From an optimization exercise on the open Yosys and OpenROAD flow, aimed at small area; shortcuts taken in it are not production practice.
At most, simulation tests tie the RTL to the original design; equivalence was not proved.
Only the layout flow was run in runs 3 to 6; the RTL was not checked for function there.
Power figures rest on the tool's default switching activity, not on a simulated workload.

`flow/config.mk`:
```
export PLATFORM = sky130hd
export DESIGN_NAME = sp8_core
export DESIGN_NICKNAME = sp8_core
export VERILOG_FILES = /design/flow/design.v
export SDC_FILE = /design/flow/constraint.sdc
export NUM_CORES = 4
export LEC_CHECK = 0
export CAP_MARGIN = 20
export CORE_MARGIN = 2
export CORE_UTILIZATION = 40
export PLACE_DENSITY = 0.6
export SLEW_MARGIN = 20
```
`flow/constraint.sdc`:
```
create_clock -name core_clock -period 5.0 [get_ports {clk}]
set_input_delay 1.0000 -clock core_clock [delete_from_list [all_inputs] [get_ports {clk}]]
set_output_delay 1.0000 -clock core_clock [all_outputs]
set_load 0.01 [all_outputs]
```
`flow/design.v`:
```
module sp8_core (
    input  wire        clk,
    input  wire        rst,
    output reg  [15:0] bus_addr,
    output wire [7:0]  bus_wdata,
    output wire        mem_we,
    output wire        disp_we,
    output wire        io_we,
    input  wire [7:0]  mem_rdata,
    output wire        retire,
    output reg  [2:0]  cost,
    output wire        halted,
    output wire        faulted,
    output wire [7:0]  fault_op,
    output wire [15:0] pc,
    output wire [7:0]  sp,
    output wire [7:0]  a,
    output wire [7:0]  x,
    output wire [7:0]  y,
    output wire [7:0]  p
);
    localparam [2:0] S_V0 = 3'd0, S_V = 3'd1, S_1 = 3'd2, S_2 = 3'd3, S_3 = 3'd4,
                     S_SH = 3'd6, S_SF = 3'd7;
    localparam [3:0] C_LDI = 4'd0, C_ADC = 4'd1, C_SBC = 4'd2, C_CMP = 4'd3,
                     C_LDZ = 4'd4, C_STZ = 4'd5, C_INC = 4'd6, C_STA = 4'd7,
                     C_BNE = 4'd8, C_SEC = 4'd9, C_HLT = 4'd10, C_ILL = 4'd11;
    reg [2:0]  ph;
    reg [2:0]  st;
    reg [3:0]  cls;
    reg        rt, rp;
    reg [7:0]  t, ar;
    reg [15:0] pcr;
    reg        cp;
    reg        fc, fz, fv, fn;
    wire [1:0] q  = ph[1:0];
    wire       q0 = (q == 2'd0);
    wire       q3 = (q == 2'd3);
    wire       p0 = (ph == 3'd0);
    wire       p7 = (ph == 3'd7);
    assign sp = 8'hFF;
    assign x  = 8'h00;
    assign y  = 8'h00;
    assign p  = {fn, fv, 1'b1, 1'b0, 1'b0, 1'b0, fz, fc};
    assign a  = ar;
    assign pc = pcr;
    assign retire   = rt;
    assign halted   = (st == S_SH);
    assign faulted  = (st == S_SF);
    assign fault_op = t;
    always @(*) begin
        case (cls)
            C_LDZ, C_STZ: cost = 3'd3;
            C_STA:        cost = 3'd4;
            C_INC:        cost = 3'd5;
            C_BNE:        cost = fz ? 3'd2 : 3'd3;
            default:      cost = 3'd2;
        endcase
    end
    reg [3:0] dcls;
    always @(*) begin
        case (mem_rdata)
            8'hA9: dcls = C_LDI;
            8'hA5: dcls = C_LDZ;
            8'h85: dcls = C_STZ;
            8'h8D: dcls = C_STA;
            8'h69: dcls = C_ADC;
            8'hE9: dcls = C_SBC;
            8'hE6: dcls = C_INC;
            8'hC9: dcls = C_CMP;
            8'hD0: dcls = C_BNE;
            8'h38: dcls = C_SEC;
            8'hFF: dcls = C_HLT;
            default: dcls = C_ILL;
        endcase
    end
    reg [1:0] sb;
    always @(*) begin
        case (q)
            2'd0: sb = mem_rdata[1:0];
            2'd1: sb = t[3:2];
            2'd2: sb = t[5:4];
            default: sb = t[7:6];
        endcase
    end
    wire s2    = (st == S_2);
    wire alu_c = (cls == C_LDI) || (cls == C_ADC) || (cls == C_SBC) || (cls == C_CMP);
    wire zp_c  = (cls == C_LDZ) || (cls == C_STZ) || (cls == C_INC);
    wire win   = s2 && ((alu_c && !ph[2]) || ((cls == C_LDZ) && ph[2]));
    wire       ua  = (cls == C_ADC) || (cls == C_SBC) || (cls == C_CMP);
    wire       inv = (cls == C_SBC) || (cls == C_CMP);
    wire [1:0] ax  = ua ? ar[1:0] : 2'b00;
    wire [1:0] bx  = inv ? ~sb : sb;
    wire       ci  = ua && (q0 ? ((cls == C_CMP) || fc) : fc);
    wire       s0  = ax[0] ^ bx[0] ^ ci;
    wire       c1  = (ax[0] & bx[0]) | (ci & (ax[0] ^ bx[0]));
    wire       s1  = ax[1] ^ bx[1] ^ c1;
    wire       c2  = (ax[1] & bx[1]) | (c1 & (ax[1] ^ bx[1]));
    wire       vl  = (st == S_V);
    wire       tk  = s2 && (cls == C_BNE) && !fz;
    wire [1:0] pb  = vl ? sb : tk ? (ph[2] ? {t[7], t[7]} : sb) : 2'b00;
    wire       pin = (st == S_1) || s2 || (st == S_3);
    wire       pci = p0 ? pin : cp;
    wire [1:0] pa  = vl ? 2'b00 : pcr[1:0];
    wire [2:0] psum = {1'b0, pa} + {1'b0, pb} + {2'b00, pci};
    wire [7:0] incv = mem_rdata + 8'd1;
    assign bus_wdata = (cls == C_INC) ? incv : ar;
    wire zsel = s2 && zp_c && !ph[2] && !q0;         
    wire asel = (st == S_3) && p0;                   
    wire stv  = asel && (mem_rdata[7:4] != 4'h4) && (mem_rdata[7:4] != 4'h5);
    assign mem_we  = (s2 && (cls == C_STZ) && (ph == 3'd1)) ||
                     (s2 && (cls == C_INC) && (ph == 3'd2)) || stv;
    assign disp_we = asel && (mem_rdata[7:4] == 4'h4);
    assign io_we   = asel && (mem_rdata[7:4] == 4'h5);
    always @(*) begin
        bus_addr = {psum[1:0], pcr[15:2]};           
        if (st == S_V0 || (vl && ph == 3'd3)) bus_addr = {14'h3FFF, 1'b0, vl};
        if (zsel) bus_addr = {8'h00, t};
        if (asel) bus_addr = {mem_rdata, t};
    end
    wire last = (st == S_1 && (cls == C_SEC || cls == C_HLT || cls == C_ILL)) ||
                (s2 && cls != C_STA) || (st == S_3);
    wire rs = rst || rp;
    wire hold_off = win && !q3;
    always @(posedge clk) begin
        pcr <= {psum[1:0], pcr[15:2]};
        cp  <= psum[2];
        if (q0 && (!ph[2] || vl || (s2 && cls == C_LDZ))) t <= mem_rdata;
        if (win) ar <= {(cls == C_CMP) ? ar[1:0] : {s1, s0}, ar[7:2]};
        if (st == S_1 && p0) cls <= dcls;
        if (rs && !hold_off) begin
            st <= S_V0; ph <= 3'd7; rt <= 1'b0; rp <= 1'b0;
            fc <= 1'b0; fz <= 1'b0; fv <= 1'b0; fn <= 1'b0;
        end else begin
            if (rs) rp <= 1'b1;
            ph <= ph + 3'd1;
            rt <= p7 && last;
            if (win) begin
                if (ua) fc <= c2;
                if (q3 && ua && cls != C_CMP) fv <= c1 ^ c2;
                fz <= (q0 ? 1'b1 : fz) & !s0 & !s1;
                fn <= s1;
            end
            if (s2 && cls == C_INC && ph == 3'd2) begin
                fz <= (incv == 8'h00);
                fn <= incv[7];
            end
            if (st == S_1 && !p0 && cls == C_SEC) fc <= 1'b1;
            if (p7) begin
                case (st)
                    S_V0: st <= S_V;
                    S_V:  st <= S_1;
                    S_1:  st <= (cls == C_HLT) ? S_SH : (cls == C_ILL) ? S_SF :
                                (cls == C_SEC) ? S_1 : S_2;
                    S_2:  st <= (cls == C_STA) ? S_3 : S_1;
                    S_3:  st <= S_1;
                    default: ;
                endcase
            end
        end
    end
endmodule
```
`flow/run.sh`:
```
#!/bin/bash
# synth_recipe.tcl (not shown) runs the flow's synth.tcl, then flattens the netlist and writes it again
# the make line also repeats each setting of config.mk as NAME=value (left out here)
make -C /OpenROAD-flow-scripts/flow DESIGN_CONFIG=/design/flow/config.mk WORK_HOME=/design/flow/orfs CLKGATE_MAP_FILE= SYNTH_SCRIPT=/design/flow/synth_recipe.tcl finish
```
==> flow_summary.yaml, run 1 <==
synthesis:
  async_flop_share_pct: 0
  yosysSeqAreaShare_pct: 36.5
  ys_ff_latch: 49
  synth_warnings: 1
  syn_area_um2: 3240
  yosys-top-cells-area: "edfxtp_1 (19%), dfxtp_1 (18%), buf_4 (8.3%), nor2_1 (4.6%), nand2_1 (4.2%)"
  synth_cell_types: 73
  synth_enable_flop_cells: 20
  postSynthCellCount: 362
  synth_top_flop_cell: "dfxtp_1"
  synth_top_area_share_pct: 18.6
  yosysTopAreaCell: "edfxtp_1"
  avgSynthCellArea_um2: 8.94
global_routing:
  track_usage_pct: 19.6
  grt_max_degree: 25
  grt_overflow_total: 0
  antenna_found_initial: 0
  grt_pass1_vias: 2570
  grt_first_pass_wirelength_um: 13400
flow_run:
  drv_cap: 0
drt:
  vias_per_cell: 5.24
  drt_first_pass_iters: 4
  post_drt_wl_per_cell_um: 16.1
  vias: 2787
  drt_iter0_markers: 150
  route.detailed.drc: 0
  wirelength_um: 8540
  ant_nets: 0
sta:
  skew_ns: 0.0114
  fin_crit_sh_pct: 92.2
  setup_viol: 0
  drv_slew: 0
  fmax_mhz: 217
  min_period_ns: 4.61
  rsz0062_at_grt: "no"
  worstMarginPinSlew_ns: 0.983
  hold_viol: 0
  max_slew_margin_pct: 33.6
  whs_ns: 0.373
die:
  start_util_pct: 41.7
  num_rows: 32
  die_x_um: 94.0
  die_area_um2: 8830
  die_h_um: 94.0
  coreArea_um2: 7770
  ioPinCount: 107
worst_setup_path:
  worst_setup_path_end_kind: "output port"
  max_stage_delay_ns: 0.61
  crit_required_ns: 4.00
  path_class: "input pin to output port"
  r2r_cells: 13
  r2r-end: "fz"
  rrSetupSlack_ns: 1.79
  cpMaxStageDelayCell: "fa_1"
  worstPathCellList: "clkdlybuf4s50_1 -> a222oi_1 -> nand2_1 -> o21ai_0 -> o21ai_0 -> o2bb2ai_1 -> fa_1 -> nor2_1 -> o21ai_1 -> clkdlybuf4s50_1"
  start_kind: "input pin"
  crit_fanout: 3
  arrival_ns: 3.61
  timing.rr.start: "ph[0]"
placed_design:
  routabilityCongestion: 0.839
  port_buffers: 78
  dp_hpwl_um: 6520
clocking:
  clk_pin_slew_ns: 0.10
  cts_made_buffers: 5
  cts_buffer_depth: 2
  clk_latency_ns: 0.31
  clockRootBuffer: "clkbuf_8"
  tritoncts: "built"
  htree_levels: 2
  cts.sinks: 49
final_layout:
  multiInputGateArea_um2: 1750
  ff_latch_area_um2: 1180
  final_util_pct: 52.3
  area.growth.synth_to_final_pct: 25.6
  diodes: 0
  n_fill_cell: 739
  nNetsFinal: 453
  final_common_cell: "clkdlybuf4s50_1"
  drive_gt1_share_pct: 8.37
  final_cell_mix: "clkdlybuf4s50_1 (77), nor2_1 (40), nand2_1 (36)"
pwr:
  irDropWorstVdd_uv: 143
  p_leak_nw: 1.54
  total_power_mw: 1.24
  cellPowerDensity_nw_per_um2: 305
min_path:
  min_to: "pcr[6]"
  min-delay-start: "pcr[8]"
  hp-class: "flip-flop to flip-flop"
  hold_depth: 0
status:
  status: "no timing/DRC/antenna violations"
-- worst max-delay path by stage --
| stage | end | start | depth (start not counted) | slack (ns) |
|---|---|---|---|---|
| 3_5_place_dp | bus_addr[15] | mem_rdata[0] | 11 | -0.05 |
| 4_1_cts | bus_addr[15] | mem_rdata[0] | 11 | 0.01 |
| 2_1_floorplan | bus_addr[15] | mem_rdata[0] | 9 | 1.0 |
| 3_3_place_gp | bus_addr[15] | mem_rdata[0] | 11 | 0.03 |
| 5_1_grt | bus_addr[15] | mem_rdata[0] | 11 | 0.22 |
| 6_report | bus_addr[14] | mem_rdata[0] | 10 | 0.39 |
-- cell families (layout without fill, tap and decap cells) --
group	count (synthesis)	count (layout)	share of synthesized area, %
AOI/OAI and AO/OA	80	80	17.4
xor gates and xnor gates	11	11	2.98
adders and majority gates	14	14	6.34
buffers and inverters	64	106	12.4
DFF	49	49	36.5
muxes	6	6	2.01
other	2	28	0.232
and+or+nand+nor	136	136	22.2
-- worst max-delay path: cells and delay by family --
family / cells / cell delay (ns)
compound gates: 5 / 0.86
fa+ha+maj: 1 / 0.61
simple gates: 2 / 0.14
buf+inv: 2 / 0.99
-- cell usage after synthesis (all sizes together), types with 3 or more instances --
| cell type | number |
|---|---|
| o21ai | 24 |
| nand4 | 4 |
| nor4b | 3 |
| inv | 13 |
| nand3 | 11 |
| nand2 | 36 |
| edfxtp | 20 |
| ha | 10 |
| buf | 48 |
| a21oi | 17 |
| nor3 | 5 |
| xnor2 | 9 |
| and3 | 4 |
| o2bb2ai | 3 |
| mux2 | 4 |
| nor2 | 41 |
| clkbuf | 3 |
| a211oi | 5 |
| dfxtp | 29 |
| nor3b | 5 |
| nand2b | 8 |
| fa | 4 |
| nor2b | 3 |
| and2 | 4 |
| o22ai | 6 |
-- final cells by class --
| type | count | share of cell area, % |
|---|---|---|
| Clock buffer | 7 | 2.65 |
| Timing Repair Buffer | 85 | 20.6 |
| Inverter | 13 | 1.20 |
| Tap cell | 102 | 3.14 |
| Clock inverter | 1 | 0.277 |
| Multi-Input combinational cell | 275 | 43.1 |
| Sequential cell | 49 | 29.1 |
-- power breakdown --
group	internal, mW	switching [mW]
registers	0.479	0.0535
logic	0.214	0.201
clock network	0.146	0.144
total	0.839	0.398
-- state kept, by name (all words and copies together) (netlist names) --
| register | flops |
|---|---|
| fc | 1 |
| rp | 1 |
| fz | 1 |
| cp | 1 |
| ar | 8 |
| pcr | 16 |
| rt | 1 |
| cls | 4 |
| st | 3 |
| t | 8 |
| fv | 1 |
| ph | 3 |
| fn | 1 |
-- routing by layer --
layer  share of wire [%]  GRT usage (%)  up-vias
met2                  48           32.3       93
met4                 1.6           5.92        0
met5                   0              0        -
li1                    -              -     1347
met3                 5.5           3.05       11
met1                  45           26.6     1336
-- stage by stage --
stage / area, um^2 / worst slack (ns) / setup TNS [ns] / std cells
3_3_place_gp: 3940 / 0.0325 / 0 / 524
6_report: 4060 / 0.389 / 0 / 532
3_5_place_dp: 3940 / -0.0457 / -0.0457 / 524
4_1_cts: 4060 / 0.0123 / 0 / 532
2_1_floorplan: 3330 / 0.998 / 0 / 388
5_1_grt: 4060 / 0.220 / 0 / 532
-- timing repair --
item,CTS,global route
setup buffers,0,0
resized for setup,1,1
hold buffers,0,0
setup endpoints to repair,1,1
cloned,0,0
pin swaps,0,1
==> inputs of run 2 (changes only) <==
==> flow/flow/run.sh (new file) <==
#!/bin/bash
# Own layout flow: the standard layout (standard.sh) with two changes:
#  - synthesis maps the logic with an area-oriented ABC script (flow/abc_area.script),
#  - the port buffers that placement inserts on every input and output are buf_1 cells.
# Everything else (floorplan, power grid, taps, placement, CTS, routing) is the standard flow.
set -euo pipefail
here=$(pwd)
sed "s#SYNTH_SCRIPT=[^ ]*#SYNTH_SCRIPT=$here/flow/my_synth.tcl#" standard.sh > my_standard.sh
grep -q "SYNTH_SCRIPT=$here/flow/my_synth.tcl" my_standard.sh
export MY_ABC_SCRIPT=$here/flow/abc_area.script
export BUFFER_PORTS_ARGS="-buffer_cell sky130_fd_sc_hd__buf_1"
bash my_standard.sh > "$here/flow_make.log" 2>&1 || { tail -50 "$here/flow_make.log"; exit 1; }
tail -5 "$here/flow_make.log"
==> flow/flow/abc_area.script (new file) <==
strash
dch
amap
topo
==> flow/flow/my_synth.tcl (new file) <==
# The standard flow's synthesis (synth_recipe.tcl) with one change: ABC maps the logic with
# the area-oriented script in flow/abc_area.script instead of ORFS's speed script.
proc synth {args} { yosys synth -nofsm -noshare {*}$args }
proc abc {args} {
  set i [lsearch -exact $args -script]
  if { $i >= 0 } { lset args [expr { $i + 1 }] $::env(MY_ABC_SCRIPT) }
  yosys abc {*}$args
}
source $::env(SCRIPTS_DIR)/synth.tcl
# left out here: clear keep_hierarchy, flatten, clean up, hide names made inside functions, write 1_2_yosys.v
==> flow/standard.sh (new file) <==
#!/bin/bash
# synth_recipe.tcl (not shown) runs the flow's synth.tcl, then flattens the netlist and writes it again
# the make line also repeats each setting of config.mk as NAME=value (left out here)
make -C /OpenROAD-flow-scripts/flow DESIGN_CONFIG=/design/flow/config.mk WORK_HOME=/design/flow/orfs CLKGATE_MAP_FILE= SYNTH_SCRIPT=/design/flow/synth_recipe.tcl "${@:-finish}"
removed: flow/run.sh
==> run 2 against run 1 <==
- via count down 6.6%
- critical path depth unchanged
- critical endpoint is now bus_addr[15]
- critical path type unchanged
- combinational power down 19%
- still clean on timing, DRC and antenna
- count of clock-buffer cells in the layout down 2
- flip-flop and latch count unchanged
- synthesized cell count shrank 8.0%
- largest power group unchanged
- sequential share of layout area up 7.5 points
- non-clock buffer count down 2
- power decreased by 8.0%
- routed wire length down 12%
==> flow_summary.yaml, run 2 <==
final_layout:
  nNetsFinal: 441
  reg.largest.list: "pcr x16, ar x8, t x8"
  final_common_cell: "buf_1"
  diodes: 0
  top_register: "pcr"
  n_fill_cell: 683
  area.growth.synth_to_final_pct: 14.5
  drive_gt1_share_pct: 3.11
  largest_reg_flops: 16
  final_cell_mix: "buf_1 (78), nor2_1 (50), clkinv_1 (39)"
die:
  coreArea_um2: 6790
  die_area_um2: 7740
  die_x_um: 88.0
  num_rows: 30
  die_h_um: 88.0
  ioPinCount: 107
  start_util_pct: 41.5
global_routing:
  grt_pass1_vias: 2375
  grt_max_degree: 19
  grt_first_pass_wirelength_um: 12100
  antenna_found_initial: 0
  grt_overflow_total: 0
  track_usage_pct: 20.2
drt:
  wirelength_um: 7530
  vias: 2603
  route.detailed.drc: 0
  post_drt_wl_per_cell_um: 14.7
  ant_nets: 0
  drt_first_pass_iters: 4
  drt_iter0_markers: 121
  vias_per_cell: 5.06
sta:
  worstMarginPinSlew_ns: 0.805
  skew_ns: 0.00947
  max_slew_margin_pct: 46.3
  min_period_ns: 4.36
  hold_viol: 0
  setup_viol: 0
  fmax_mhz: 229
  rsz0062_at_grt: "no"
  fin_crit_sh_pct: 87.3
  fin_setup_tns_ns: 0
  drv_slew: 0
clocking:
  cts_made_buffers: 5
  tritoncts: "built"
  ctsResizeCount: 0
  cts_hold_buf: 0
  clk_latency_ns: 0.32
  clk_pin_slew_ns: 0.11
  cts_buffer_depth: 2
  cts.sinks: 49
  htree_levels: 2
  clockRootBuffer: "clkbuf_8"
  post_cts_buffers: 0
synthesis:
  yosysSeqAreaShare_pct: 41.9
  async_flop_share_pct: 0
  synth_top_area_share_pct: 21.3
  ys_ff_latch: 49
  avgSynthCellArea_um2: 8.47
  synth_commonest_cells: "nor2_1 (50), clkinv_1 (39), buf_4 (32), dfxtp_1 (29), nand2_1 (26)"
  yosysTopAreaCell: "edfxtp_1"
  syn_area_um2: 2820
  postSynthCellCount: 333
  synth_cell_types: 33
  yosys.cell_count.top_type: "nor2_1"
  synth_top_flop_cell: "dfxtp_1"
  synth_enable_flop_cells: 20
  synth_warnings: 1
  yosys-top-cells-area: "edfxtp_1 (21%), dfxtp_1 (21%), buf_4 (8.5%), nor2_1 (6.7%), clkinv_1 (5.2%)"
status:
  status: "no timing/DRC/antenna violations"
worst_setup_path:
  worst_setup_path_end_kind: "output port"
  start_kind: "input pin"
  arrival_ns: 3.36
  crit_required_ns: 4.00
  path_class: "input pin to output port"
  crit_fanout: 5
pwr:
  cellPowerDensity_nw_per_um2: 352
  irDropWorstVdd_uv: 206
  total_power_mw: 1.14
  p_leak_nw: 1.15
flow_run:
  drv_cap: 0
placed_design:
  port_buffers: 78
  routabilityCongestion: 0.919
  dp_hpwl_um: 5840
min_path:
  hp-class: "flip-flop to flip-flop"
run 2: cell count changes after synthesis, sizes merged, moves of 5 or more:
| cell | delta |
|---|---|
| o32a | +6 |
| nand2 | -10 |
| nor3 | +15 |
| nand2b | -8 |
| buf | -16 |
| nor3b | -5 |
| nor2 | +9 |
| o22ai | +9 |
| o21ai | -10 |
| inv | -13 |
| xnor2 | -9 |
| clkinv | +39 |
run 2: final timing paths:
check	startpoint	endpoint	slack, ns	cells after the start
setup reg to reg	ph[0]	fn	1.73	13
hold reg to reg	pcr[13]	pcr[11]	0.37	0
hold / removal	pcr[13]	pcr[11]	0.37	0
setup / recovery	mem_rdata[0]	bus_addr[15]	0.64	10
run 2: cells by family (layout without fill, tap and decap cells):
kind of cell | after synthesis | in the layout | share of synthesized area, %
compound gates | 71 | 71 | 16.8
other cells | 2 | 28 | 0.266
fa+ha+maj | 14 | 14 | 7.27
flops | 49 | 49 | 41.9
simple gates | 126 | 126 | 20.1
buf+inv | 71 | 130 | 13.7
run 2: area by class of cell:
class                           instances  area, um^2  share of cell area (%)
Sequential cell                        49        1180                    36.5
Multi-Input combinational cell        239        1350                    41.8
Inverter                               39         146                    4.53
Timing Repair Buffer                   83         330                    10.2
Clock inverter                          3        33.8                    1.05
Clock buffer                            5        68.8                    2.13
Tap cell                               96         120                    3.72
run 2: metrics by stage:
step,area [um^2],setup slack (ns),instances,utilization [%],hold WS [ns]
detailed placement,3130,0.658,506,46.1,0.359
floorplan,2920,1.10,359,-,0.393
finish,3230,0.637,514,47.6,0.373
global route,3230,0.327,514,47.6,0.382
global placement,3130,0.733,506,46.1,0.358
CTS,3230,0.650,514,47.6,0.375
run 2: metal layers:
metal	global-route usage [%]	up-vias	part of all wire (%)
met2	33.4	93	48
met1	27.0	1212	46
met4	6.71	0	1.3
li1	-	1289	-
met5	0	-	0
met3	3.39	9	4.6
run 2: power breakdown:
part | internal (mW) | switching [mW] | total [mW]
Sequential | 0.494 | 0.0546 | 0.549
Combinational | 0.119 | 0.216 | 0.335
Clock | 0.104 | 0.151 | 0.255
run 2: worst max-delay path: stages:
cell	delay, ns
buf_1	0.15
clkinv_1	0.14
nor2_1	0.06
o32ai_1	0.43
a22oi_1	0.20
fa_1	0.46
fa_1	0.54
nor2_1	0.06
o22ai_1	0.14
buf_1	0.17
==> inputs of run 3 (changes only) <==
==> flow/design.v (replaced) <==
module sp8_core (
    input  wire        clk,
    input  wire        rst,
    output reg  [15:0] bus_addr,
    output wire [7:0]  bus_wdata,
    output wire        mem_we,
    output wire        disp_we,
    output wire        io_we,
    input  wire [7:0]  mem_rdata,
    output wire        retire,
    output reg  [2:0]  cost,
    output wire        halted,
    output wire        faulted,
    output wire [7:0]  fault_op,
    output wire [15:0] pc,
    output wire [7:0]  sp,
    output wire [7:0]  a,
    output wire [7:0]  x,
    output wire [7:0]  y,
    output wire [7:0]  p
);
    localparam [4:0] S_V0  = 5'b00_000, S_V   = 5'b00_001,
                     S_ST2 = 5'b00_010, S_ST3 = 5'b00_011,
                     S_SH1 = 5'b00_100, S_SH  = 5'b00_101,
                     S_SF1 = 5'b00_110, S_SF  = 5'b00_111,
                     S_LDI = 5'b10_000, S_ADC = 5'b10_001, S_CMP = 5'b10_010, S_SBC = 5'b10_011,
                     S_LDZ = 5'b10_100, S_STZ = 5'b10_101, S_INC = 5'b10_110, S_BNE = 5'b10_111,
                     S_D0  = 5'b11_000, S_DB  = 5'b11_001, S_D2  = 5'b11_010, S_D3 = 5'b11_011,
                     S_D4  = 5'b11_100, S_D5  = 5'b11_101;
    reg [2:0]  ph;
    reg [4:0]  st;
    reg        rp;
    reg [7:0]  t, ar;
    reg [15:0] pcr;
    reg        cp;
    reg        fc, fz, fv, fn;
    wire [1:0] q  = ph[1:0];
    wire       q0 = (q == 2'd0);
    wire       q3 = (q == 2'd3);
    wire       p0 = (ph == 3'd0);
    wire       p7 = (ph == 3'd7);
    wire g0 = (st[4:3] == 2'b00);
    wire g2 = (st[4:3] == 2'b10);
    wire g3 = (st[4:3] == 2'b11);
    assign sp = 8'hFF;
    assign x  = 8'h00;
    assign y  = 8'h00;
    assign p  = {fn, fv, 1'b1, 1'b0, 1'b0, 1'b0, fz, fc};
    assign a  = ar;
    assign pc = pcr;
    assign retire   = p0 && ((g3 && st[2:0] != 3'b000) || (g0 && st[2] && !st[0]));
    assign halted   = g0 && st[2] && !st[1];
    assign faulted  = g0 && st[2] && st[1];
    assign fault_op = t;
    always @(*) begin
        if (st[2:0] == 3'b001) cost = fz ? 3'd2 : 3'd3;
        else cost = st[2:0];
    end
    reg [4:0] dnx;
    always @(*) begin
        case (t)
            8'hA9: dnx = S_LDI;
            8'hA5: dnx = S_LDZ;
            8'h85: dnx = S_STZ;
            8'h8D: dnx = S_ST2;
            8'h69: dnx = S_ADC;
            8'hE9: dnx = S_SBC;
            8'hE6: dnx = S_INC;
            8'hC9: dnx = S_CMP;
            8'hD0: dnx = S_BNE;
            8'h38: dnx = S_D2;
            8'hFF: dnx = S_SH1;
            default: dnx = S_SF1;
        endcase
    end
    reg [1:0] sb;
    always @(*) begin
        case (q)
            2'd0: sb = mem_rdata[1:0];
            2'd1: sb = t[3:2];
            2'd2: sb = t[5:4];
            default: sb = t[7:6];
        endcase
    end
    wire alu_s = g2 && !st[2];                       
    wire ldz_s = (st == S_LDZ);
    wire win   = (alu_s && !ph[2]) || (ldz_s && ph[2]);
    wire       ua  = st[0] || st[1];
    wire       inv = st[1];
    wire       cmp = st[1] && !st[0];
    wire [1:0] ax  = (alu_s && ua) ? ar[1:0] : 2'b00;
    wire [1:0] bx  = (alu_s && inv) ? ~sb : sb;
    wire       ci  = alu_s && ua && (q0 ? (cmp || fc) : fc);
    wire       s0  = ax[0] ^ bx[0] ^ ci;
    wire       c1  = (ax[0] & bx[0]) | (ci & (ax[0] ^ bx[0]));
    wire       s1  = ax[1] ^ bx[1] ^ c1;
    wire       c2  = (ax[1] & bx[1]) | (c1 & (ax[1] ^ bx[1]));
    wire       vl  = (st == S_V);
    wire       tk  = (st == S_BNE) && !fz;
    wire [1:0] pb  = vl ? sb : tk ? (ph[2] ? {t[7], t[7]} : sb) : 2'b00;
    wire       pin = g2 || g3 || (st == S_ST2) || (st == S_ST3);
    wire       pci = p0 ? pin : cp;
    wire [1:0] pa  = vl ? 2'b00 : pcr[1:0];
    wire [2:0] psum = {1'b0, pa} + {1'b0, pb} + {2'b00, pci};
    wire [7:0] incv = mem_rdata + 8'd1;
    assign bus_wdata = (st == S_INC) ? incv : ar;
    wire zsel = g2 && st[2] && !(st[1] && st[0]) && !ph[2] && !q0;    
    wire asel = (st == S_ST3) && p0;
    wire stv  = asel && (mem_rdata[7:4] != 4'h4) && (mem_rdata[7:4] != 4'h5);
    assign mem_we  = ((st == S_STZ) && (ph == 3'd1)) || ((st == S_INC) && (ph == 3'd2)) || stv;
    assign disp_we = asel && (mem_rdata[7:4] == 4'h4);
    assign io_we   = asel && (mem_rdata[7:4] == 4'h5);
    always @(*) begin
        bus_addr = {psum[1:0], pcr[15:2]};           
        if (st == S_V0 || (vl && ph == 3'd3)) bus_addr = {14'h3FFF, 1'b0, vl};
        if (zsel) bus_addr = {8'h00, t};
        if (asel) bus_addr = {mem_rdata, t};
    end
    wire rs = rst || rp;
    wire hold_off = win && !q3;
    always @(posedge clk) begin
        pcr <= {psum[1:0], pcr[15:2]};
        cp  <= psum[2];
        if (q0 && (!ph[2] || vl || ldz_s)) t <= mem_rdata;
        if (win) ar <= {cmp ? ar[1:0] : {s1, s0}, ar[7:2]};
        if (rs && !hold_off) begin
            st <= S_V0; ph <= 3'd7; rp <= 1'b0;
            fc <= 1'b0; fz <= 1'b0; fv <= 1'b0; fn <= 1'b0;
        end else begin
            if (rs) rp <= 1'b1;
            ph <= ph + 3'd1;
            if (win) begin
                if (ua && alu_s) fc <= c2;
                if (q3 && alu_s && st[0]) fv <= c1 ^ c2;
                fz <= (q0 ? 1'b1 : fz) & !s0 & !s1;
                fn <= s1;
            end
            if ((st == S_INC) && ph == 3'd2) begin
                fz <= (incv == 8'h00);
                fn <= incv[7];
            end
            if (p7) begin
                if (g3) begin
                    st <= dnx;
                    if (t == 8'h38) fc <= 1'b1;
                end else if (g2) begin
                    st <= (st[2:0] == 3'b100 || st[2:0] == 3'b101) ? S_D3 :
                          (st[2:0] == 3'b110) ? S_D5 : (st[2:0] == 3'b111) ? S_DB : S_D2;
                end else begin
                    case (st[2:0])
                        3'b000: st <= S_V;
                        3'b001: st <= S_D0;
                        3'b010: st <= S_ST3;
                        3'b011: st <= S_D4;
                        3'b100: st <= S_SH;
                        3'b110: st <= S_SF;
                        default: ;
                    endcase
                end
            end
        end
    end
endmodule
==> run 3 against run 2 <==
- sequential share of layout area down 2.1 points
- synthesized area down 2.3%
- synthesized cell count up 4.5%
- global-route usage up 0.090 points
- critical endpoint unchanged
- core utilization down 0.92 points
- routed wire length up 3.5%
- critical path type is now flip-flop to output port
- power up 77%
- still clean
- worst hold slack about the same
- worst setup slack worse by 0.15 ns
- via count up 3.3%
- clock power up 9.0%
==> flow_summary.yaml, run 3 <==
status:
  status: "no timing/DRC/antenna violations"
clocking:
  clockRootBuffer: "clkbuf_8"
  post_cts_buffers: 0
  tritoncts: "built"
  cts.sinks: 46
  clk_latency_ns: 0.30
  cts_made_buffers: 5
  cts_buffer_depth: 2
  clk_pin_slew_ns: 0.09
  cts_hold_buf: 0
  ctsResizeCount: 0
  htree_levels: 2
synthesis:
  synth_warnings: 1
  synth_enable_flop_cells: 16
  postSynthCellCount: 348
  synth_top_area_share_pct: 21.8
  ys_ff_latch: 46
  synth_commonest_cells: "clkinv_1 (56), nor2_1 (47), buf_4 (32), dfxtp_1 (30), nand2_1 (26)"
  async_flop_share_pct: 0
  syn_area_um2: 2760
  synth_top_flop_cell: "dfxtp_1"
  yosysSeqAreaShare_pct: 39.2
  avgSynthCellArea_um2: 7.92
  yosys-top-cells-area: "dfxtp_1 (22%), edfxtp_1 (17%), buf_4 (8.7%), clkinv_1 (7.6%), nor2_1 (6.4%)"
  yosysTopAreaCell: "dfxtp_1"
  yosys.cell_count.top_type: "clkinv_1"
  synth_cell_types: 35
worst_setup_path:
  start_kind: "flip-flop"
  worst_setup_path_end_kind: "output port"
  path_class: "flip-flop to output port"
  crit_required_ns: 4.00
  arrival_ns: 3.51
  crit_fanout: 10
sta:
  worstMarginPinSlew_ns: 0.655
  drv_slew: 0
  fin_setup_tns_ns: 0
  max_slew_margin_pct: 56.2
  skew_ns: 0.00630
  rsz0062_at_grt: "no"
  min_period_ns: 4.51
  setup_viol: 0
  hold_viol: 0
  fin_crit_sh_pct: 90.2
  fmax_mhz: 222
placed_design:
  port_buffers: 78
  routabilityCongestion: 0.974
  dp_hpwl_um: 6230
  placed_cell_area_um2: 3030
die:
  die_area_um2: 7570
  num_rows: 30
  start_util_pct: 41.0
  ioPinCount: 107
  die_h_um: 87.0
  coreArea_um2: 6720
  die_x_um: 87.0
final_layout:
  diodes: 0
  finish.instance_area_um2: 3130
  final_cell_mix: "buf_1 (78), clkinv_1 (56), nor2_1 (47)"
  drive_gt1_share_pct: 2.56
  largest_reg_flops: 16
  nNetsFinal: 449
  reg.largest.list: "pcr x16, ar x8, t x8"
  area.growth.synth_to_final_pct: 13.7
  final_common_cell: "buf_1"
  top_register: "pcr"
  n_fill_cell: 710
pwr:
  irDropWorstVdd_uv: 225
  power_switching_mw: 0.977
  cellPowerDensity_nw_per_um2: 644
  p_sw_share_pct: 48.4
  p_leak_nw: 1.11
  p_int_mw: 1.04
  power_frac_seq_pct: 33.0
  clockPowerShare_pct: 13.8
  p_comb_share_pct: 53.2
drt:
  wirelength_um: 7800
  ant_nets: 0
  post_drt_wl_per_cell_um: 15.3
  vias: 2688
  drt_iter0_markers: 216
  route.detailed.drc: 0
  vias_per_cell: 5.28
  drt_first_pass_iters: 4
global_routing:
  grt_max_degree: 24
  grt_overflow_total: 0
  track_usage_pct: 20.3
  grt_first_pass_wirelength_um: 12000
  antenna_found_initial: 0
  grt_pass1_vias: 2409
min_path:
  hp-class: "flip-flop to flip-flop"
flow_run:
  drv_cap: 0
[run 3: changes by cell type after synthesis, moves of 4 or more]
cell	previous run	this run
clkinv_1	39	56
o21ai_0	14	24
nor4_1	2	10
nand3_1	10	4
o32a_1	6	0
o41ai_1	0	5
edfxtp_1	20	16
or4_1	4	0
[run 3: kinds of logic after synthesis]
group,count (synthesis),share of synthesized area [%]
other cells,2,0.272
simple gates,118,19.4
buf+inv,89,16.5
compound gates,81,18.2
fa+ha+maj,11,6.08
xor+xnor,1,0.318
flops,46,39.2
[run 3: cell type report]
cell class                      instances  area, um^2  area share, %
Multi-Input combinational cell        239        1330           42.3
Sequential cell                        46        1080           34.5
Timing Repair Buffer                   80         308           9.82
Inverter                               56         210           6.71
Tap cell                               80         100           3.19
Clock buffer                            5        68.8           2.20
Clock inverter                          3        40.0           1.28
[run 3: final timing paths]
path              startpoint            to  slack (ns)  cells past startpoint
hold / removal        pcr[6]        pcr[4]        0.37                      0
hold reg to reg       pcr[6]        pcr[4]        0.37                      0
setup / recovery       st[0]  bus_addr[15]        0.49                     11
setup reg to reg       st[4]            fn        1.84                     13
[run 3: per-layer routing]
layer / GRT usage (%) / share of wire, % / vias to the layer above
met5: 0 / 0 / -
met1: 28.0 / 46 / 1252
met4: 5.54 / 1.1 / 0
met3: 4.17 / 6.3 / 8
met2: 32.4 / 47 / 109
li1: - / - / 1319
[run 3: critical path: stages, from the launching register on]
cell,delay (ns)
dfxtp_1,0.54
clkinv_1,0.25
nor2_1,0.23
clkinv_1,0.14
o41ai_1,0.50
o21ai_0,0.25
fa_1,0.46
clkinv_1,0.06
fa_1,0.43
nor2_1,0.13
o22ai_1,0.10
buf_1,0.14
[run 3: per-stage QoR]
| step | power, mW | hold slack [ns] | util, % | cells | setup WS (ns) |
|---|---|---|---|---|---|
| 2_1_floorplan | 1.38 | 0.393 | - | 374 | 0.718 |
| 3_3_place_gp | 1.75 | 0.354 | 45.0 | 501 | 0.854 |
| 3_5_place_dp | 1.74 | 0.358 | 45.0 | 501 | 0.789 |
| 4_1_cts | 2.03 | 0.372 | 46.6 | 509 | 0.520 |
| 5_1_grt | 2.19 | 0.382 | 46.6 | 509 | 0.119 |
| 6_report | 2.02 | 0.373 | 46.6 | 509 | 0.488 |
[run 3: power groups by stage]
stage,clock network (mW),logic [mW],registers [mW]
2_1_floorplan,0,0.703,0.675
3_3_place_gp,0,1.08,0.669
3_5_place_dp,0,1.07,0.671
4_1_cts,0.286,1.08,0.664
5_1_grt,0.300,1.21,0.684
6_report,0.278,1.07,0.666
==> inputs of run 4 (changes only) <==
--- a/flow/flow/run.sh
+++ b/flow/flow/run.sh
@@ -10,4 +10,5 @@
 export MY_ABC_SCRIPT=$here/flow/abc_area.script
 export BUFFER_PORTS_ARGS="-buffer_cell sky130_fd_sc_hd__buf_1"
+export SKIP_REPAIR_TIE_FANOUT=1
 bash my_standard.sh > "$here/flow_make.log" 2>&1 || { tail -50 "$here/flow_make.log"; exit 1; }
 tail -5 "$here/flow_make.log"
==> run 4 against run 3 <==
- still clean on timing, DRC and antenna
- fmax decreased by 0.57%
- register-to-register slack worse by 0.02 ns
- highest routed layer unchanged
- non-clock buffer count shrank 1
==> flow_summary.yaml, run 4 <==
global_routing:
  grt_pass1_vias: 2400
  grt_overflow_total: 0
  antenna_found_initial: 0
  track_usage_pct: 20.6
  grt_first_pass_wirelength_um: 12100
  grt_max_degree: 20
clocking:
  clockRootBuffer: "clkbuf_8"
  clk_latency_ns: 0.30
  post_cts_buffers: 0
  cts_buffer_depth: 2
  tritoncts: "built"
  htree_levels: 2
  cts_hold_buf: 0
  clk_pin_slew_ns: 0.09
  cts.sinks: 46
  ctsResizeCount: 0
  cts_made_buffers: 5
synthesis:
  yosys-top-cells-area: "dfxtp_1 (22%), edfxtp_1 (17%), buf_4 (8.7%), clkinv_1 (7.6%), nor2_1 (6.4%)"
  synth_cell_types: 35
  async_flop_share_pct: 0
  synth_warnings: 1
  yosysSeqAreaShare_pct: 39.2
  synth_top_area_share_pct: 21.8
  avgSynthCellArea_um2: 7.92
  syn_area_um2: 2760
  postSynthCellCount: 348
  yosys.cell_count.top_type: "clkinv_1"
  synth_top_flop_cell: "dfxtp_1"
  ys_ff_latch: 46
  synth_enable_flop_cells: 16
  yosysTopAreaCell: "dfxtp_1"
  synth_commonest_cells: "clkinv_1 (56), nor2_1 (47), buf_4 (32), dfxtp_1 (30), nand2_1 (26)"
final_layout:
  area.growth.synth_to_final_pct: 10.2
  final_util_pct: 45.2
  final_cell_mix: "buf_1 (78), clkinv_1 (56), nor2_1 (47)"
  n_fill_cell: 727
  largest_reg_flops: 16
  final_common_cell: "buf_1"
  top_register: "pcr"
  final_cell_count_no_fill: 482
  reg.largest.list: "pcr x16, ar x8, t x8"
  diodes: 0
  nNetsFinal: 422
  drive_gt1_share_pct: 2.49
worst_setup_path:
  r2r-end: "fn"
  start_kind: "flip-flop"
  critPathMostFrequentCell: "clkinv_1"
  cpMaxStageDelayCell: "dfxtp_1"
  crit_required_ns: 4.00
  crit_fanout: 10
  path_class: "flip-flop to output port"
  arrival_ns: 3.54
  timing.rr.start: "st[4]"
  r2r_cells: 13
  max_stage_delay_ns: 0.55
  rrSetupSlack_ns: 1.82
  worstPathCellList: "clkinv_1 -> nor2_1 -> clkinv_1 -> o41ai_1 -> o21ai_0 -> fa_1 -> clkinv_1 -> fa_1 -> nor2_1 -> o22ai_1 -> buf_1"
  worst_setup_path_end_kind: "output port"
pwr:
  irDropWorstVdd_uv: 235
  power_switching_mw: 0.976
  p_int_mw: 1.02
  p_sw_share_pct: 48.9
  power_frac_seq_pct: 33.4
  p_leak_nw: 1.02
  total_power_mw: 2.00
  cellPowerDensity_nw_per_um2: 657
  clockPowerShare_pct: 13.0
  p_comb_share_pct: 53.6
drt:
  post_drt_wl_per_cell_um: 16.0
  ant_nets: 0
  route.detailed.drc: 0
  wirelength_um: 7710
  vias: 2631
  vias_per_cell: 5.46
  drt_first_pass_iters: 4
  drt_iter0_markers: 168
die:
  num_rows: 30
  die_area_um2: 7570
  ioPinCount: 107
  die_x_um: 87.0
  die_h_um: 87.0
  coreArea_um2: 6720
  start_util_pct: 41.0
sta:
  setup_viol: 0
  skew_ns: 0.00697
  rsz0062_at_grt: "no"
  fin_ws_ns: 0.462
  fin_setup_tns_ns: 0
  fin_crit_sh_pct: 90.8
  hold_viol: 0
  min_period_ns: 4.54
  drv_slew: 0
  worstMarginPinSlew_ns: 0.714
  fmax_mhz: 220
  max_slew_margin_pct: 52.2
min_path:
  min-delay-start: "pcr[12]"
  hold_depth: 0
  hp-class: "flip-flop to flip-flop"
  min_to: "pcr[10]"
status:
  status: "no timing/DRC/antenna violations"
placed_design:
  placedCellCount: 474
  port_buffers: 78
  pre_cts_ws_ns: 0.739
  dp_hpwl_um: 6180
  routabilityCongestion: 0.987
flow_run:
  drv_cap: 0
## run 4: through the flow
| stage | hold WS [ns] | cell area [um^2] |
|---|---|---|
| floorplan | 0.393 | 2760 |
| global placement | 0.355 | 2920 |
| detailed placement | 0.357 | 2920 |
| CTS | 0.367 | 3030 |
| global route | 0.368 | 3040 |
| finish | 0.368 | 3040 |
## run 4: layer usage
layer,GRT usage [%],share of wire (%),up-vias
li1,-,-,1292
met1,29.5,47,1212
met2,31.0,45,120
met3,4.74,7.6,7
met4,5.97,1.1,0
met5,0,0,-
## run 4: cells by family after synthesis
kind of cell,synth area share (%)
other cells,0.272
compound gates,18.2
fa+ha+maj,6.08
xor+xnor,0.318
flops,39.2
buf+inv,16.5
simple gates,19.4
## run 4: area by class of cell
type                    instances  area, um^2  area share (%)
multi-input cells             213        1240            40.8
clock inverters                 1        8.76           0.288
inverters                      56         210            6.92
clock buffers                   7        96.3            3.17
repair buffers                 79         300            9.89
well taps                      80         100            3.30
flip-flops and latches         46        1080            35.6
## run 4: how the worst max path moves through the flow
stage	slack [ns]	cells after the start	endpoint	from
6_report	0.46	11	bus_addr[15]	st[0]
3_5_place_dp	0.74	12	bus_addr[15]	mem_rdata[0]
2_1_floorplan	0.72	6	bus_addr[1]	st[4]
4_1_cts	0.56	11	bus_addr[15]	st[0]
5_1_grt	0.09	11	bus_addr[15]	st[0]
3_3_place_gp	0.82	12	bus_addr[15]	mem_rdata[0]
## run 4: power by group through the flow
stage / Sequential, mW / Clock (mW) / Combinational [mW]
after floorplan: 0.675 / 0 / 0.703
after global placement: 0.672 / 0 / 1.07
after detailed placement: 0.673 / 0 / 1.07
after CTS: 0.666 / 0.264 / 1.07
after global routing: 0.686 / 0.279 / 1.22
final: 0.667 / 0.259 / 1.07
## run 4: worst max-delay path: cells and delay by family, from the launching register on
| kind | cells | cell delay [ns] |
|---|---|---|
| adders and majority gates | 2 | 0.87 |
| and+or+nand+nor | 2 | 0.39 |
| DFF | 1 | 0.55 |
| AOI/OAI and AO/OA | 3 | 0.78 |
| buffers and inverters | 4 | 0.65 |
==> inputs of run 5 (changes only) <==
--- a/flow/flow/run.sh
+++ b/flow/flow/run.sh
@@ -11,4 +11,5 @@
 export BUFFER_PORTS_ARGS="-buffer_cell sky130_fd_sc_hd__buf_1"
 export SKIP_REPAIR_TIE_FANOUT=1
+export CTS_ARGS="-sink_clustering_enable -repair_clock_nets -dont_use_dummy_load"
 bash my_standard.sh > "$here/flow_make.log" 2>&1 || { tail -50 "$here/flow_make.log"; exit 1; }
 tail -5 "$here/flow_make.log"
==> run 5 against run 4 <==
- still clean on timing, DRC and antenna
- non-clock buffer count unchanged
- design area fell by 1.2%
- core utilization fell by 0.54 points
- power down 2.4%
- fmax increased by 1.1%
- global-route usage is 0.060 points lower
- cell count fell by 0.62%
- worst setup slack better by 0.050 ns
- synthesized area stayed put
- combinational power is essentially flat
- die area unchanged
- flip-flop and latch count did not move
- largest power group unchanged
==> flow_summary.yaml, run 5 <==
status:
  status: "no timing/DRC/antenna violations"
final_layout:
  drive_gt1_share_pct: 1.75
  reg.largest.list: "pcr x16, ar x8, t x8"
  final_cell_mix: "buf_1 (78), clkinv_1 (56), nor2_1 (47)"
  area.growth.synth_to_final_pct: 8.85
  largest_reg_flops: 16
  finish.instance_area_um2: 3000
  diodes: 0
  top_register: "pcr"
  nNetsFinal: 422
  final_common_cell: "buf_1"
synthesis:
  async_flop_share_pct: 0
  ys_ff_latch: 46
  yosys-top-cells-area: "dfxtp_1 (22%), edfxtp_1 (17%), buf_4 (8.7%), clkinv_1 (7.6%), nor2_1 (6.4%)"
  synth_cell_types: 35
  yosys.area_share.simple_pct: 19.4
  synth_warnings: 1
  synth_top_flop_cell: "dfxtp_1"
  yosysSeqAreaShare_pct: 39.2
  yosys.cell_count.top_type: "clkinv_1"
  synth-compound-area-share_pct: 18.2
  synth_commonest_cells: "clkinv_1 (56), nor2_1 (47), buf_4 (32), dfxtp_1 (30), nand2_1 (26)"
  syn_area_um2: 2760
  yosysTopAreaCell: "dfxtp_1"
  postSynthCellCount: 348
  synth_xor_area_share_pct: 0.318
  synth_mux_area_share_pct: 0
  synth_enable_flop_cells: 16
  synth_top_family_by_area: "simple AND/OR/NAND/NOR gates"
  synth_fa_ha_area_share_pct: 6.08
  synth_top_area_share_pct: 21.8
  avgSynthCellArea_um2: 7.92
clocking:
  clk_latency_ns: 0.30
  clockRootBuffer: "clkbuf_8"
  cts_buffer_depth: 2
  cts_made_buffers: 5
  cts.sinks: 46
  cts_hold_buf: 0
  tritoncts: "built"
  post_cts_buffers: 0
  ctsResizeCount: 0
  clk_pin_slew_ns: 0.09
  htree_levels: 2
sta:
  worstMarginPinSlew_ns: 0.715
  setup_viol: 0
  fin_setup_tns_ns: 0
  rsz0062_at_grt: "no"
  fmax_mhz: 223
  drv_slew: 0
  hold_viol: 0
  skew_ns: 0.0183
  fin_crit_sh_pct: 89.8
  min_period_ns: 4.49
  max_slew_margin_pct: 52.2
pwr:
  p_leak_nw: 0.999
  irDropWorstVdd_uv: 230
  cellPowerDensity_nw_per_um2: 649
  total_power_mw: 1.95
worst_setup_path:
  start_kind: "flip-flop"
  cpMaxStageDelayCell: "dfxtp_1"
  timing.rr.start: "st[4]"
  path_delay_family: "adder cells"
  critPathLaunch: "st[0]"
  crit_fanout: 10
  r2r_cells: 13
  worst_setup_path_end_kind: "output port"
  crit_required_ns: 4.00
  max_stage_delay_ns: 0.55
  arrival_ns: 3.49
  r2r-end: "fn"
  rrSetupSlack_ns: 1.83
  critPathMostFrequentCell: "clkinv_1"
  crit_buf_inv: 4
  path_class: "flip-flop to output port"
  worstPathCellList: "clkinv_1 -> nor2_1 -> clkinv_1 -> o41ai_1 -> o21ai_0 -> fa_1 -> clkinv_1 -> fa_1 -> nor2_1 -> o22ai_1 -> buf_1"
drt:
  post_drt_wl_per_cell_um: 16.1
  drt_iter0_markers: 167
  wirelength_um: 7720
  route.detailed.drc: 0
  vias_per_cell: 5.45
  drt_first_pass_iters: 4
  vias: 2611
  ant_nets: 0
die:
  die_area_um2: 7570
  die_h_um: 87.0
  num_rows: 30
  ioPinCount: 107
  start_util_pct: 41.0
  die_x_um: 87.0
  coreArea_um2: 6720
global_routing:
  grt_pass1_vias: 2396
  track_usage_pct: 20.5
  grt_max_degree: 20
  grt_overflow_total: 0
  antenna_found_initial: 0
  grt_first_pass_wirelength_um: 12000
min_path:
  hp-class: "flip-flop to flip-flop"
  hold_depth: 0
  min_to: "pcr[10]"
  min-delay-start: "pcr[12]"
placed_design:
  port_buffers: 78
  dp_hpwl_um: 6180
  routabilityCongestion: 0.987
  placed_cell_area_um2: 2920
flow_run:
  drv_cap: 0
-- run 5: changes by cell type in the layout (fill, tap and decap cells not counted), sizes merged --
cell    change
clkbuf      -2
clkinv      -1
-- run 5: cell families (layout without fill, tap and decap cells) --
group	Yosys count	after routing
XOR/XNOR	1	1
buffers and inverters	89	140
AND/OR/NAND/NOR	118	118
flip-flops	46	46
adder cells (fa/ha/maj)	11	11
AO/OA/AOI/OAI	81	81
other	2	2
-- run 5: routing by layer --
| metal | vias up | global-route usage (%) | share of wire [%] |
|---|---|---|---|
| met2 | 121 | 30.7 | 44 |
| met4 | 0 | 5.97 | 1.5 |
| met5 | - | 0 | 0 |
| met1 | 1188 | 29.6 | 47 |
| li1 | 1289 | - | - |
| met3 | 13 | 4.74 | 8.2 |
-- run 5: worst max-delay path by stage --
| stage | to | slack (ns) | depth (start not counted) |
|---|---|---|---|
| 2_1_floorplan | bus_addr[1] | 0.72 | 6 |
| 3_3_place_gp | bus_addr[15] | 0.82 | 12 |
| 3_5_place_dp | bus_addr[15] | 0.74 | 12 |
| 4_1_cts | bus_addr[15] | 0.58 | 11 |
| 5_1_grt | bus_addr[15] | 0.11 | 11 |
| 6_report | bus_addr[15] | 0.51 | 11 |
-- run 5: report_power, final --
| part | internal (mW) | total (mW) | leakage (nW) | switching (mW) |
|---|---|---|---|---|
| Combinational | 0.357 | 1.07 | 0.567 | 0.714 |
| Clock | 0.0904 | 0.208 | 0.0359 | 0.118 |
| Sequential | 0.536 | 0.668 | 0.396 | 0.132 |
| Total | 0.983 | 1.95 | 0.999 | 0.964 |
-- run 5: worst reg2reg max path, delay by kind of cell, from the launching register on --
kind | cells | cell delay [ns]
flip-flops | 1 | 0.43
AND/OR/NAND/NOR | 6 | 0.84
adder cells (fa/ha/maj) | 2 | 0.97
AO/OA/AOI/OAI | 2 | 0.32
buffers and inverters | 3 | 0.50
-- run 5: stage by stage --
step           setup WS (ns)  hold slack, ns  instances  util [%]
2_1_floorplan          0.718           0.393        348         -
3_3_place_gp           0.823           0.355        474      43.5
3_5_place_dp           0.739           0.357        474      43.5
4_1_cts                0.582           0.358        479      44.5
5_1_grt                0.109           0.360        479      44.7
6_report               0.512           0.359        479      44.7
-- run 5: area by class of cell --
| class | instances | area, um^2 |
|---|---|---|
| multi-input cells | 213 | 1240 |
| repair buffers | 79 | 300 |
| well taps | 80 | 100 |
| fillers | 728 | 3720 |
| inverters | 56 | 210 |
| clock buffers | 5 | 68.8 |
| flip-flops and latches | 46 | 1080 |
==> inputs of run 6 (changes only) <==
--- a/flow/flow/run.sh
+++ b/flow/flow/run.sh
@@ -11,5 +11,5 @@
 export BUFFER_PORTS_ARGS="-buffer_cell sky130_fd_sc_hd__buf_1"
 export SKIP_REPAIR_TIE_FANOUT=1
-export CTS_ARGS="-sink_clustering_enable -repair_clock_nets -dont_use_dummy_load"
+export CTS_ARGS="-sink_clustering_enable -repair_clock_nets -dont_use_dummy_load -buf_list {sky130_fd_sc_hd__clkbuf_4 sky130_fd_sc_hd__clkbuf_8} -sink_clustering_size 12"
 bash my_standard.sh > "$here/flow_make.log" 2>&1 || { tail -50 "$here/flow_make.log"; exit 1; }
 tail -5 "$here/flow_make.log"
==> run 6 against run 5 <==
- still clean on timing, DRC and antenna
- register-to-register slack hardly changed
- count of clock-buffer cells in the layout is the same
- global-route usage unchanged
- critical endpoint unchanged
- largest power group unchanged
==> flow_summary.yaml, run 6 <==
status:
  status: "no timing/DRC/antenna violations"
clocking:
  clockRootBuffer: "clkbuf_8"
  htree_levels: 2
  tritoncts: "built"
  clk_pin_slew_ns: 0.09
  cts_made_buffers: 5
  clk_latency_ns: 0.30
  post_cts_buffers: 0
  cts.sinks: 46
  ctsResizeCount: 0
  cts_buffer_depth: 2
  cts_hold_buf: 0
drt:
  wirelength_um: 7720
  vias: 2611
  post_drt_wl_per_cell_um: 16.1
  route.detailed.drc: 0
  drt_iter0_markers: 167
  ant_nets: 0
  drt_first_pass_iters: 4
  vias_per_cell: 5.45
final_layout:
  finish.instance_area_um2: 3000
  n_fill_cell: 728
  reg.largest.list: "pcr x16, ar x8, t x8"
  nNetsFinal: 422
  final_common_cell: "buf_1"
  diodes: 0
  final_cell_mix: "buf_1 (78), clkinv_1 (56), nor2_1 (47)"
  largest_reg_flops: 16
  area.growth.synth_to_final_pct: 8.85
  top_register: "pcr"
  drive_gt1_share_pct: 1.75
synthesis:
  yosys.cell_count.top_type: "clkinv_1"
  async_flop_share_pct: 0
  synth_warnings: 1
  yosys-top-cells-area: "dfxtp_1 (22%), edfxtp_1 (17%), buf_4 (8.7%), clkinv_1 (7.6%), nor2_1 (6.4%)"
  yosysTopAreaCell: "dfxtp_1"
  postSynthCellCount: 348
  synth_cell_types: 35
  ys_ff_latch: 46
  yosysSeqAreaShare_pct: 39.2
  synth_top_flop_cell: "dfxtp_1"
  synth_top_area_share_pct: 21.8
  syn_area_um2: 2760
  synth_commonest_cells: "clkinv_1 (56), nor2_1 (47), buf_4 (32), dfxtp_1 (30), nand2_1 (26)"
  synth_enable_flop_cells: 16
  avgSynthCellArea_um2: 7.92
worst_setup_path:
  cpMaxStageDelayCell: "dfxtp_1"
  crit_fanout: 10
  critPathMostFrequentCell: "clkinv_1"
  crit_buf_inv: 4
  arrival_ns: 3.49
  rrSetupSlack_ns: 1.83
  start_kind: "flip-flop"
  worstPathCellList: "clkinv_1 -> nor2_1 -> clkinv_1 -> o41ai_1 -> o21ai_0 -> fa_1 -> clkinv_1 -> fa_1 -> nor2_1 -> o22ai_1 -> buf_1"
  r2r-end: "fn"
  crit_required_ns: 4.00
  timing.rr.start: "st[4]"
  max_stage_delay_ns: 0.55
  path_delay_family: "adder cells"
  r2r_cells: 13
  path_class: "flip-flop to output port"
  worst_setup_path_end_kind: "output port"
sta:
  fmax_mhz: 223
  fin_setup_tns_ns: 0
  skew_ns: 0.0183
  fin_ws_ns: 0.512
  fin_crit_sh_pct: 89.8
  max_slew_margin_pct: 52.2
  drv_slew: 0
  setup_viol: 0
  rsz0062_at_grt: "no"
  hold_viol: 0
  min_period_ns: 4.49
  worstMarginPinSlew_ns: 0.715
min_path:
  hold_depth: 0
  hp-class: "flip-flop to flip-flop"
  min-delay-start: "pcr[12]"
  min_to: "pcr[10]"
die:
  die_x_um: 87.0
  die_area_um2: 7570
  coreArea_um2: 6720
  ioPinCount: 107
  die_h_um: 87.0
  num_rows: 30
  start_util_pct: 41.0
global_routing:
  grt_overflow_total: 0
  antenna_found_initial: 0
  grt_max_degree: 20
  track_usage_pct: 20.5
  grt_first_pass_wirelength_um: 12000
  grt_pass1_vias: 2396
pwr:
  total_power_mw: 1.95
  irDropWorstVdd_uv: 230
  cellPowerDensity_nw_per_um2: 649
  p_leak_nw: 0.999
placed_design:
  dp_hpwl_um: 6180
  pre_cts_ws_ns: 0.739
  port_buffers: 78
  routabilityCongestion: 0.987
  placed_cell_area_um2: 2920
flow_run:
  drv_cap: 0
==> run 6: worst reg2reg max path: stages (launching register included) <==
cell	delay [ns]
dfxtp_1	0.43
clkinv_1	0.18
nor2_1	0.18
clkinv_1	0.14
nor2_1	0.20
clkinv_1	0.18
nor2_1	0.23
o22ai_1	0.14
fa_1	0.47
fa_1	0.50
nor2_1	0.12
nor2_1	0.05
a22oi_1	0.18
nor2_1	0.06
==> run 6: worst max path at each step <==
stage	from	to	slack, ns	cells after the start
2_1_floorplan	st[4]	bus_addr[1]	0.72	6
4_1_cts	st[0]	bus_addr[15]	0.58	11
6_report	st[0]	bus_addr[15]	0.51	11
3_3_place_gp	mem_rdata[0]	bus_addr[15]	0.82	12
5_1_grt	st[0]	bus_addr[15]	0.11	11
3_5_place_dp	mem_rdata[0]	bus_addr[15]	0.74	12
==> run 6: final cells by class <==
cell class | instances | area, um^2 | share of cell area [%]
Inverter | 56 | 210 | 7.01
Tap cell | 80 | 100 | 3.34
Timing Repair Buffer | 79 | 300 | 10.0
Sequential cell | 46 | 1080 | 36.0
Multi-Input combinational cell | 213 | 1240 | 41.3
Clock buffer | 5 | 68.8 | 2.29
==> run 6: power by group <==
group	total, mW	switching, mW	internal (mW)	leakage, nW
Sequential	0.668	0.132	0.536	0.396
Clock	0.208	0.118	0.0904	0.0359
Combinational	1.07	0.714	0.357	0.567
Total	1.95	0.964	0.983	0.999
==> run 6: per-layer routing <==
| metal | global-route usage [%] | part of all wire [%] |
|---|---|---|
| met4 | 5.97 | 1.5 |
| met1 | 29.6 | 47 |
| met3 | 4.74 | 8.2 |
| met2 | 30.7 | 44 |
| met5 | 0 | 0 |
==> run 6: metrics by stage <==
step | std cells | utilization [%] | hold WS (ns)
CTS | 479 | 44.5 | 0.358
global placement | 474 | 43.5 | 0.355
floorplan | 348 | - | 0.393
detailed placement | 474 | 43.5 | 0.357
global route | 479 | 44.7 | 0.360
finish | 479 | 44.7 | 0.359
==> run 6: cells by family after synthesis <==
family	Yosys count	synth area share, %
DFF	46	39.2
and+or+nand+nor	118	19.4
adders and majority gates	11	6.08
other	2	0.272
buffers and inverters	89	16.5
xor gates and xnor gates	1	0.318
AOI/OAI and AO/OA	81	18.2

port drivers added, routing unchanged:
Ports are ideal in the flow. The routed layouts listed here were re-timed in OpenROAD. Step 1 (the two cells are an assumption about what drives the block):
set clk [get_ports {clk}]
set_driving_cell -lib_cell sky130_fd_sc_hd__clkbuf_16 $clk
set_driving_cell -lib_cell sky130_fd_sc_hd__buf_2 [delete_from_list [all_inputs] $clk]
Step 2 times the ports against the registers' clock, not the clock port: input delays grow and output delays shrink by t, the midpoint of the rising clock arrivals with the driver on. Three values: ideal ports, drivers, drivers and shift; two values: the first two.
| run | t, ns | setup slack, ns | worst setup path at the end | worst register clock-pin slew, ns | worst data-port slew with drivers (ns) |
|---|---|---|---|---|---|
| run 1 | 0.335 | 0.389 / 0.357 / 0.357 | input to output | 0.10 / 0.10 | 0.04 |
| run 2 | 0.344 | 0.637 / 0.618 / 0.618 | input to output | 0.11 / 0.11 | 0.04 |
| run 3 | 0.325 | 0.488 / 0.458 / 0.771 | input to output | 0.09 / 0.09 | 0.04 |
| run 4 | 0.330 | 0.462 / 0.432 / 0.704 | input to output | 0.09 / 0.09 | 0.04 |
| run 5 | 0.324 | 0.512 / 0.483 / 0.719 | input to output | 0.09 / 0.09 | 0.04 |
| run 6 | 0.324 | 0.512 / 0.483 / 0.719 | input to output | 0.09 / 0.09 | 0.04 |
After both steps every run listed still meets setup and hold. The setup slack of run 1, which loses most, moves by -0.032 ns with the drivers and by -0.032 ns with both steps.
